This is an optimization exercise on Yosys and OpenROAD, whose aim is small area, a short achievable clock period and few clock cycles, not a production implementation.
In this exercise RTL edits were held to simulation tests only and were not proved equivalent to the original.
No activity file was given, so power comes from the tool's default toggle rates.

## the reference run
==> flow/design.v (excerpt) <==
module rcab_gfpar (
  input  wire        clk,
  input  wire        rst,      
  input  wire        req,
  input  wire        we,
  input  wire [15:0] addr,
  input  wire [31:0] wdata,
  output wire        ack,
  output reg  [31:0] rdata,
  output reg         err,
  output wire        irq
);
Size in the first run: ~8200 cells after synthesis, ~2800 flip-flops, ~87 I/O pins, about 120000 um^2 of cells after synthesis.
clock: 16.0 ns
lec_check: 0
cap_margin: 20
core_margin: 2
core_utilization: 70
cts_cluster_diameter: 60
cts_cluster_size: 25
place_density: 0.75
slew_margin: 20
standard.sh (not shown) runs the stock make flow with config.mk's settings and CLKGATE_MAP_FILE= SYNTH_SCRIPT=/design/flow/synth_recipe.tcl, a recipe that flattens the netlist after the stock synthesis.
==> flow/flow/run.sh <==
#!/bin/bash
set -euo pipefail
bash standard.sh SETUP_SLACK_MARGIN=9 \
  "BUFFER_PORTS_ARGS=-buffer_cell sky130_fd_sc_hd__buf_4" \
  "CTS_ARGS=-sink_clustering_enable -repair_clock_nets -sink_clustering_size 25 -sink_clustering_max_diameter 60 -dont_use_dummy_load" \
  finish > layout.log 2>&1
Testbench counts of the reference run, summed over its fixed seeds: cycles 21,079.
### the reference run -> the trial run
--- a/flow/design.v
+++ b/flow/design.v
@@ -50,62 +50,70 @@
   reg  [15:0] slen;
   reg  [3:0]  prows;
   reg  [6:0]  pbits;
   reg  [7:0]  par [0:K_MAX-1];
   reg  [7:0]  rxp [0:K_MAX-1];
   reg  [7:0]  acc  [0:K_MAX-1];
   reg  [7:0]  op_a [0:K_MAX-1];
   reg  [7:0]  op_b;
   reg         busy;                      
   reg  [5:0]  wj;                        
   reg  [6:0]  whi;                       
   reg         rd_done;                   
-  reg  [7:0]  rdata_q;                   
+  reg  [31:0] rdata_q;                   
   wire [4:0] irq_v = estat & ien[5:1];
   assign irq = |irq_v;
   wire        fire   = req & ~busy;
   wire        wr     = fire & we;
-  wire        rd_slow = addr[10] | addr[13];
-  assign ack   = fire & (we | ~rd_slow | rd_done);
+  wire        rd_fast  = ~addr[13] & ~addr[10] &
+                         (addr[8] ? ~addr[5]
+                                  : (addr[5:2] == 4'd5 || addr[5:2] == 4'd6 ||
+                                     addr[5:2] == 4'd11));
+  assign ack   = fire & (we | rd_fast | rd_done);
   wire        aligned  = (addr[1:0] == 2'b00);
   wire        is_sb    = aligned && (addr[15:8] == 8'h04);
   wire        is_cf    = aligned && (addr[15:12] == 4'h2) && (addr[9:8] == 2'b00);
   wire        is_par   = aligned && (addr[15:4] == 12'h01C);
   wire        is_rxp   = aligned && (addr[15:4] == 12'h01E);
   wire        is_low   = aligned && (addr[15:6] == 10'd0) && (addr[5:2] != 4'd15);
   wire        mapped   = is_sb | is_cf | is_par | is_rxp | is_low;
   always @(*) begin
-    rdata = rd_done ? {24'd0, rdata_q} : rd_reg;
+    rdata = rd_done ? rdata_q : rd_fv;
     err   = ~mapped;
   end
   wire [5:0]  idx      = busy ? wj : addr[7:2];
   wire [7:0]  sb_rd    = sb[idx];
   wire [7:0]  cf_rd0   = cf[{2'd0, idx}];
   wire [7:0]  cf_rd1   = cf[{2'd1, idx}];
   wire [7:0]  cf_rd2   = cf[{2'd2, idx}];
   wire [7:0]  cf_rd3   = cf[{2'd3, idx}];
   reg  [7:0]  cf_row;
   always @(*) begin
     case (addr[11:10])
       2'd0: cf_row = cf_rd0;
       2'd1: cf_row = cf_rd1;
       2'd2: cf_row = cf_rd2;
       default: cf_row = cf_rd3;
     endcase
   end
-  wire [7:0]  rd_buf   = addr[13] ? cf_row : sb_rd;
+  wire [31:0] rd_fv    = addr[8] ? {24'd0, par[addr[3:2]]} :
+                         addr[5] ? {24'd0, gfr} :
+                         addr[3] ? {23'd0, 3'd0, estat, 1'b0} :
+                                   {19'd0, irq, 3'd0, pmatch, 5'd0, lasterr};
   reg  [31:0] rd_reg;
   always @(*) begin
     rd_reg = 32'd0;
-    if (addr[8])     rd_reg = {24'd0, addr[5] ? rxp[addr[3:2]] : par[addr[3:2]]};
+    if (addr[13])      rd_reg = {24'd0, cf_row};
+    else if (addr[10]) rd_reg = {24'd0, sb_rd};
+    else if (addr[8])  rd_reg = {24'd0, addr[5] ? rxp[addr[3:2]] : par[addr[3:2]]};
     else begin
       case (addr[5:2])
         4'd0:  rd_reg = ID_VALUE;
         4'd1:  rd_reg = VER_VALUE;
         4'd2:  rd_reg = CAP0_VAL;
         4'd3:  rd_reg = CAP1_VAL;
         4'd5:  rd_reg = {19'd0, irq, 3'd0, pmatch, 5'd0, lasterr};
         4'd6:  rd_reg = {23'd0, 3'd0, estat, 1'b0};
         4'd7:  rd_reg = {23'd0, ien, 1'b0};
         4'd8:  rd_reg = ecmd;
         4'd9:  rd_reg = {24'd0, gfa};
         4'd10: rd_reg = {24'd0, gfb};
@@ -151,25 +159,25 @@
   wire [8:0] l_add  = {1'b0, lga} + {1'b0, lgb};
   wire [8:0] l_sub  = {1'b0, lga} + {1'b0, ~lgb};
   wire [7:0] l_mul  = l_add[7:0] + {7'd0, l_add[8]};
   wire [7:0] l_div  = l_sub[7:0] + {7'd0, l_sub[8]};
   wire [7:0] g_ein  = op[0] ? (op[1] ? gfa : l_mul) : l_div;
   wire [7:0] g_exp  = gf_mul(EXP_LO[g_ein[3:0]*8 +: 8], EXP_HI[g_ein[7:4]*8 +: 8]);
   integer n;
   always @(posedge clk) begin
     if (w_sb) sb[addr[7:2]] <= wdata[7:0];
     if (w_cf) cf[{addr[11:10], addr[7:2]}] <= wdata[7:0];
   end
   always @(posedge clk) begin
-    rdata_q <= rd_buf;
+    rdata_q <= rd_reg;
   end
   always @(posedge clk) begin
     if (rst) begin
       rd_done <= 1'b0;
       busy    <= 1'b0;
       wj      <= 6'd0;
       whi     <= 7'd0;
       lasterr <= 3'd0;
       pmatch  <= 1'b0;
       estat   <= 5'd0;
       ien     <= 8'd0;
       ecmd    <= 32'd0;
@@ -180,25 +188,25 @@
       lgb     <= 8'd0;
       slen    <= 16'd0;
       prows   <= 4'd0;
       pbits   <= 7'd0;
       op_b    <= 8'd0;
       for (n = 0; n < K_MAX; n = n + 1) begin
         par[n]  <= 8'd0;
         rxp[n]  <= 8'd0;
         acc[n]  <= 8'd0;
         op_a[n] <= 8'd0;
       end
     end else begin
-      rd_done <= fire & ~we & ~rd_done & rd_slow;
+      rd_done <= fire & ~we & ~rd_done & ~rd_fast;
       acc[0] <= accn0;
       acc[1] <= accn1;
       acc[2] <= accn2;
       acc[3] <= accn3;
       op_b <= 8'd0;
       for (n = 0; n < K_MAX; n = n + 1) op_a[n] <= 8'd0;
       if (busy) begin
         op_b    <= sb_rd;
         op_a[0] <= cf_rd0;
         op_a[1] <= cf_rd1;
         op_a[2] <= cf_rd2;
         op_a[3] <= cf_rd3;
Findings:
Every stage of the flow completed for the trial run, and the final layout passed the timing, DRC and antenna checks. The post-layout instance area of the trial run and that of the reference run are within noise of each other. Any difference in total DRC errors in the routed layout between the reference run and the trial run is small enough to ignore. The reference run -> the trial run: max-slew violation count delta 0, exact match. Summary: post-layout minimum cycle time, the trial run better than the reference run. When the trial run is set beside the reference run, its sequential share of layout area turns out to be 0.53 points larger. Total power density per cell area, the trial run and the reference run: larger value in the trial run. Of the trial run and the reference run, the run reporting the lower worst hold margin was the trial run. Taking the reference run as the reference, in the trial run worst setup slack rose 0.51 ns; mapped cell area higher; routed wire length decreased by about 1.3% relative to the old numbers.
Testbench counts of the trial run, summed over its fixed seeds: cycles 21,079.

## separate check: timing with driven ports
Ports are ideal in the flow. The routed layouts listed here were re-timed in OpenROAD.
Step 1, drivers: a clkbuf_16 drives clk and a buf_2 each remaining input, both assumed.
Step 2 times the ports against the registers' clock, not the clock port: input delays grow and output delays shrink by t, the midpoint of the rising clock arrivals with the driver on.
a / b / c = no drivers / after step 1 / after step 2; a / b = the first two.
run	t, ns	slack for setup (ns)	worst hold slack (ns)	worst register clock-pin slew, ns	pins driven straight from the clock port
the reference run	0.927	7.935 / 7.767 / 7.660	0.480 / 0.480 / 0.480	0.10 / 0.10	1
the trial run	0.908	8.442 / 8.193 / 7.871	0.450 / 0.450 / 0.450	0.10 / 0.10	1
After both steps every run listed still meets setup and hold. For the trial run, which loses most, drivers alone change the setup slack by -0.249 ns; drivers and shift together by -0.571 ns.
